This is an optimization exercise on Yosys and OpenROAD, whose aim is small area, a short achievable clock period and few clock cycles, not a production implementation. In this exercise RTL edits were held to simulation tests only and were not proved equivalent to the original. Power figures rest on the tool's default switching activity, not on a simulated workload.

== before ==
// flash_prog
module flash_prog (
    input             clk,
    input             rst,
    input      [7:0]  rx_data,
    input             rx_valid,
    output            rx_ready,
    output reg [7:0]  tx_data,
    output reg        tx_valid,
    input             tx_ready,
    output            bus_req,
    output            bus_we,
    output     [20:0] bus_addr,
    output     [31:0] bus_wdata,
    input             bus_ack,
    input      [31:0] bus_rdata,
    output            handed_off
);
    localparam S_IDLE  = 0,  S_MASK  = 1,  S_FLD   = 2,  S_PEV   = 3,
               S_LEV   = 4,  S_WCTRL = 5,  S_RACK  = 6,  S_RD    = 7,
               S_UL1   = 8,  S_UL2   = 9,  S_CMD   = 10, S_SECT  = 11,
               S_BOOT  = 12, S_IDM   = 13, S_IDD   = 14, S_IDX   = 15,
               S_IDO   = 16, S_A0    = 17, S_DATA  = 18, S_POLL0 = 19,
               S_POLL  = 20, S_VER   = 21, S_BEX1  = 22, S_BEX2  = 23,
               S_FIN   = 24, S_HAND  = 25, S_LEV0  = 26;
    localparam NS = 27;
    localparam O_ID = 0, O_CE = 1, O_ER = 2, O_WR = 3, O_RD = 4, O_S1 = 5;
    reg [NS-1:0] st;
    reg [5:0]  op;
    reg        second;      
    reg        pb;          
    reg        fld_len;     
    reg        family_b;
    reg [3:0]  chip_mask;
    reg        verify_en;
    reg [21:0] a;
    reg        phi;         
    reg        plo;         
    reg [23:0] N;
    wire [13:0] E = N[13:0];
    reg [1:0]  nb;          
    reg [31:0] W;
    reg        wv;          
    reg        lastin;      
    reg [31:0] P;
    reg [2:0]  rcnt;        
    reg        rid;         
    reg [3:0]  fail;
    reg        q_req, q_we, q_sela, q_even, q_odd;
    reg [7:0]  q_byte;
    reg        q_reply;     
    reg        q_inw;       
    reg        r_rd_ref, r_er_ref, r_er_none;
    reg [13:0] r_S;
    wire hold     = (rcnt != 3'd0);
    wire slotfree = !tx_valid || tx_ready;
    wire can_send = slotfree && !hold;
    wire [4:0] fix = {st[S_BOOT] && nb == 2'd2,
                      st[S_BOOT] && nb != 2'd2,
                      st[S_BOOT] && nb == 2'd1,
  ...
Size in the first run: roughly 1,300 cells after synthesis, ~210 flip-flops, ~110 I/O pins.
Settings: LEC_CHECK=0, CAP_MARGIN=20, CORE_MARGIN=2, CORE_UTILIZATION=40, SETUP_SLACK_MARGIN=4.5, SLEW_MARGIN=20; clock period 8.0 ns.
standard.sh (not shown) runs the stock make flow with config.mk's settings and CLKGATE_MAP_FILE= SYNTH_SCRIPT=/design/flow/synth_recipe.tcl, a recipe that flattens the netlist after the stock synthesis.
==> flow/flow/run.sh <==
#!/bin/bash
# The standard layout (standard.sh: the standard flow's own ORFS make flow, unchanged synthesis), with the
# ports buffered by plain buffers instead of the delay buffers buffer_ports picks by default.
set -euo pipefail
bash standard.sh "BUFFER_PORTS_ARGS=-buffer_cell sky130_fd_sc_hd__buf_2" finish > standard.log 2>&1
Every stage of the flow completed for before, and the final layout passed the timing, DRC and antenna checks.
Testbench counts of before, summed over its fixed seeds: cycles 58,384.
[inputs] after vs before
==> flow/run.sh (new file) <==
#!/bin/bash
# synth_recipe.tcl (not shown) runs the flow's synth.tcl, then flattens the netlist and writes it again
# the make line also repeats each setting of config.mk as NAME=value (left out here)
make -C /OpenROAD-flow-scripts/flow DESIGN_CONFIG=/design/flow/config.mk WORK_HOME=/design/flow/orfs CLKGATE_MAP_FILE= SYNTH_SCRIPT=/design/flow/synth_recipe.tcl finish
removed: flow/flow/run.sh
removed: flow/standard.sh
Results
- On after: number of global-route vias before repair is 2.6% higher than what before gave.
- Violation count after the first detailed-routing iteration: after vs before up 62
- after went all the way through the flow, and no timing, DRC or antenna check failed.
- Between before and after, the peak per-stage delay on the critical path is lower for before.

run B:
Another version of the RTL of flash_prog (not shown whole).
For scale: ~190 flip-flops, roughly 12000 µm² of cells after synthesis.
clock: 8.0 ns
lec_check: 0
cap_margin: 20
core_margin: 2
core_utilization: 60
setup_slack_margin: 4.5
slew_margin: 20
==> flow/flow/run.sh <==
#!/bin/bash
# The standard layout (standard.sh: the standard flow's own ORFS make flow, unchanged synthesis), with the
# ports buffered by plain buffers instead of the delay buffers buffer_ports picks by default.
set -euo pipefail
bash standard.sh "BUFFER_PORTS_ARGS=-buffer_cell sky130_fd_sc_hd__buf_2" finish > standard.log 2>&1
Run B: done, clean on timing, DRC and antenna
Testbench counts of run B, summed over its fixed seeds: cycles 58,384.
Modified inputs, run C compared to run B
Settings: CORE_UTILIZATION changed from 60 to 40.
[summary]
Power of the combinational group of run B is on par with run C.
Run C ended up with a higher wire length after detailed routing than run B did.
Compared with run B, placement density in the core of run C is lower.

## static timing again, ports no longer ideal
The results above use ideal ports. As a check the final layouts listed here were re-extracted and re-timed, cells and wires unchanged.
Step 1, drivers: a clkbuf_16 drives clk and a buf_2 each remaining input, both assumed.
Step 2, shift: input delay + t, output delay - t, t = (earliest + latest rising clock arrival at the registers) / 2. This alone moves slack from input paths to output paths.
Three values: ideal ports, drivers, drivers and shift; two values: the first two.
run	t, ns	setup WS [ns]	latest minus earliest clock arrival (ns)	slew at the worst register clock pin (ns)	worst data-port slew with drivers (ns)
before	0.581	4.394 / 4.423 / 3.842	0.014 / 0.014	0.07 / 0.07	0.04
after	0.579	4.527 / 4.487 / 3.987	0.010 / 0.011	0.06 / 0.06	0.04
run B	0.488	4.334 / 4.334 / 3.950	0.012 / 0.012	0.08 / 0.08	0.03
run C	0.498	4.248 / 4.248 / 4.017	0.015 / 0.016	0.09 / 0.09	0.04
After both steps setup and hold are still met in every run listed. The setup slack of before, which loses most, moves by +0.029 ns with the drivers and by -0.552 ns with both steps.
